This design comes from an exercise in tuning for small area, a short achievable clock period and few clock cycles per item on the open sky130 flow, not from production work.
Where RTL was checked, it was by simulation tests only, not by an equivalence proof against the original.

==> job 399: inputs <==
// cffu_chk
module cffu_chk (
    input  wire        clk,
    input  wire        rst,           
    input  wire        cmd_valid,
    output wire        cmd_ready,
    input  wire        cmd_crc32,     
    input  wire [19:0] cmd_len,       
    input  wire [31:0] cmd_expect,    
    input  wire        in_valid,
    output wire        in_ready,
    input  wire [31:0] in_data,
    output reg         done,
    output wire [31:0] result,
    output reg         match
);
clock: 8.0 ns
lec_check: 0
cap_margin: 20
core_margin: 2
core_utilization: 40
setup_slack_margin: 5
slew_margin: 20
run.sh (not shown) runs the stock make flow with config.mk's settings and CLKGATE_MAP_FILE= SYNTH_SCRIPT=/design/flow/synth_recipe.tcl, a recipe that flattens the netlist after the stock synthesis.
==> job 2523 (differences from job 399) <==
--- a/flow/config.mk
+++ b/flow/config.mk
@@ -9,4 +9,3 @@
 export CORE_MARGIN = 2
 export CORE_UTILIZATION = 40
-export SETUP_SLACK_MARGIN = 5
 export SLEW_MARGIN = 20
==> run notes <==
* Status: finished clean
* R2r endpoint: xq[15]
* Multi-input gates at 1136
* FF-to-FF setup slack at 1.66 ns
* Fraction of area in multi-input gates at 0.565
* Seq/total area at 0.260
# the run above: job 2523

==> run notes <==
* Status: finished clean
* FF-to-FF setup slack at 3.11 ns
* Most Crowded Layer GR: met2
* Multi-input gates at roughly 1100
* Seq/total area at 0.203
* R2r endpoint: xq[16]
* Sequential cells at 186
* H-tree Lvls at 4
* Most common cell on crit path: a21oi_2
# the run above: job 399

Testbench counts of job 399, summed over its fixed seeds: cycles 47,128, bytes 184,073.
Testbench counts of job 2523, summed over its fixed seeds: cycles 47,128, bytes 184,073.

* * *

==> run a: inputs <==
Another version of the RTL of cffu_chk (not shown whole).
clock: 8.0 ns
lec_check: 0
cap_margin: 20
core_margin: 2
core_utilization: 52
setup_slack_margin: 5
slew_margin: 20
tns_end_percent: 0
standard.sh (not shown) runs the stock make flow with config.mk's settings and CLKGATE_MAP_FILE= SYNTH_SCRIPT=/design/flow/synth_recipe.tcl, a recipe that flattens the netlist after the stock synthesis.
==> flow/flow/run.sh <==
#!/bin/bash
# Standard synthesis, then the combinational logic between the standard
# synthesis's registers is re-mapped by ABC for delay (registers, their names
# and cell types are kept as they are), then the standard layout with
# port buffers of our choosing.
set -euo pipefail
W=$(pwd)
R=$W/orfs/results/$FLOW_PLATFORM/cffu_chk/base
LIB=$FLOW_HOME/platforms/$FLOW_PLATFORM/lib/sky130_fd_sc_hd__tt_025C_1v80.lib

bash standard.sh synth > $W/flow_synth.log 2>&1

cp $R/1_2_yosys.v $W/standard_synth.v
DUARGS=""
for c in $(cat $W/flow/dontuse.txt); do DUARGS="$DUARGS -dont_use $c"; done
sed -e "s#@LIB@#$LIB#g" -e "s#@IN@#$W/standard_synth.v#" -e "s#@OUT@#$W/remapped.v#" \
    -e "s#@SCRIPT@#$W/flow/remap.abc#" -e "s#@DU@#$DUARGS#" $W/flow/remap.ys > $W/remap_run.ys
yosys -l $W/flow_remap.log -q $W/remap_run.ys > /dev/null 2>&1
cp $W/remapped.v $R/1_2_yosys.v
rm -f $R/1_synth.odb $R/1_synth.sdc

# repair settings, if any
if [[ -f $W/flow/env.sh ]]; then source $W/flow/env.sh; fi
# port buffers: see flow/ports.tcl
export DONT_BUFFER_PORTS=1
export PRE_GLOBAL_PLACE_TCL=$W/flow/ports.tcl
bash standard.sh > $W/flow_layout.log 2>&1
Other scripts of this flow, unchanged in this note and not shown: flow/flow/dontuse.txt, flow/flow/env.sh, flow/flow/ports.tcl, flow/flow/remap.abc, flow/flow/remap.ys
==> run b: changes against run a <==
--- a/flow/design.v
+++ b/flow/design.v
@@ -27,12 +27,13 @@
     reg         empty;        
     reg         alg_crc;
     reg  [1:0]  zpad;         
     reg  [31:0] expect_q;
     reg  [17:0] wcnt;         
     reg         in_v;         
+    reg         last1;        
     reg  [9:0]  sw_s;
     reg  [11:0] sw_w;
     reg         sw_v, sw_l;
     reg  [16:0] xq;           
     reg         ga_q, gb_q;   
     reg  [15:0] lo, hi;       
@@ -82,13 +83,14 @@
         endcase
     endfunction
     wire [17:0] len_w  = cmd_len[19:2];
     wire        len_p  = |cmd_len[1:0];
     wire        wc1    = (wcnt == 18'd1);
     wire        wc2    = (wcnt == 18'd2);
-    wire        last1  = in_v ? wc2 : wc1;
+    wire        wc3    = (wcnt == 18'd3);
+    wire        last1_n = take ? (in_v ? wc3 : wc2) : (in_v ? wc2 : wc1);
     wire        crc_last = st_run & alg_crc & take & last1;
     reg  [17:0] nwords, wdec;
     integer     k;
     always @(*) begin
         for (k = 0; k < 18; k = k + 1) begin
             nwords[k] = len_w[k] ^ (len_p & (&(len_w | ~((18'd1 << k) - 18'd1))));
@@ -258,12 +260,16 @@
             empty    <= (cmd_len == 20'd0);
         end
         if (cr_q)
             wcnt <= nwords;
         else if (in_v)
             wcnt <= wdec;
+        if (cr_q)
+            last1 <= (len_w == 18'd1 && !len_p) || (len_w == 18'd0 && len_p);
+        else
+            last1 <= last1_n;
         sw_s <= take ? s_sum : 10'd0;
         sw_w <= take ? w_sum : 12'd0;
         xq   <= x_nx;
         ga_q <= ga_set & ge_a & !a16;
         gb_q <= gb_set & ge_b & !bh[0];
         if (st_ini) begin
==> run notes <==
metric	run b	run a
Placed Instance Area	14200 µm²	14800 µm²
Crit. Startpoint	in_data[6]	wcnt[13]
Storage element area	3850 µm²	3820 µm²
Global routing met3 resource utilization	9.72%	8.77%
Worst path arrival time	4.05 ns	4.75 ns
Global router's overall resource usage	37.6%	38.5%
Area grow syn2layout	17.8%	10.4%
Total length of routed met3 wires	6030 µm	5990 µm
Wire length of the first global-routing pass	78100 µm	82700 µm
Drt total wl	53000 µm	55100 µm
Total number of cells along the worst setup path	13	16
Run status	complete, no violations	complete, no violations
Shortest clock period the worst path allows after layout	3.72 ns	4.40 ns
Tap cells	335	341
Half-perimeter wire length after detailed placement	41600 µm	43900 µm
Multi-input gate area	10000 µm²	9690 µm²
Testbench counts of run b, summed over its fixed seeds: cycles 47,128, bytes 184,073.
The RTL of run a was laid out without a check of its function.

[what the ideal ports hide]
The flow's constraints put no driver on any port. The routed layouts listed below were extracted and timed again, unchanged, in two steps. Step 1: set_driving_cell puts a clkbuf_16 on clk and a buf_2 on each other input, an assumption about the parent block. Step 2, shift: input delay + t, output delay - t, t = (earliest + latest rising clock arrival at the registers) / 2. This alone moves slack from input paths to output paths. Three values: no drivers, after step 1, after step 2; two values: the first two.
run | t, ns | setup WS [ns] | worst setup path after step 2 | slew at the worst register clock pin (ns) | cell pins on the clock port's net
job 399 | 0.496 | 3.111 / 3.111 / 3.111 | register to register | 0.08 / 0.08 | 1
job 2523 | 0.499 | 1.661 / 1.661 / 1.661 | register to register | 0.09 / 0.09 | 1
run a | 0.480 | 3.598 / 3.598 / 3.255 | input to register | 0.07 / 0.07 | 1
run b | 0.480 | 4.282 / 4.269 / 3.789 | input to register | 0.07 / 0.07 | 1
After both steps setup and hold are still met in every run listed. The setup slack of run b, which loses most, moves by -0.013 ns with the drivers and by -0.493 ns with both steps.
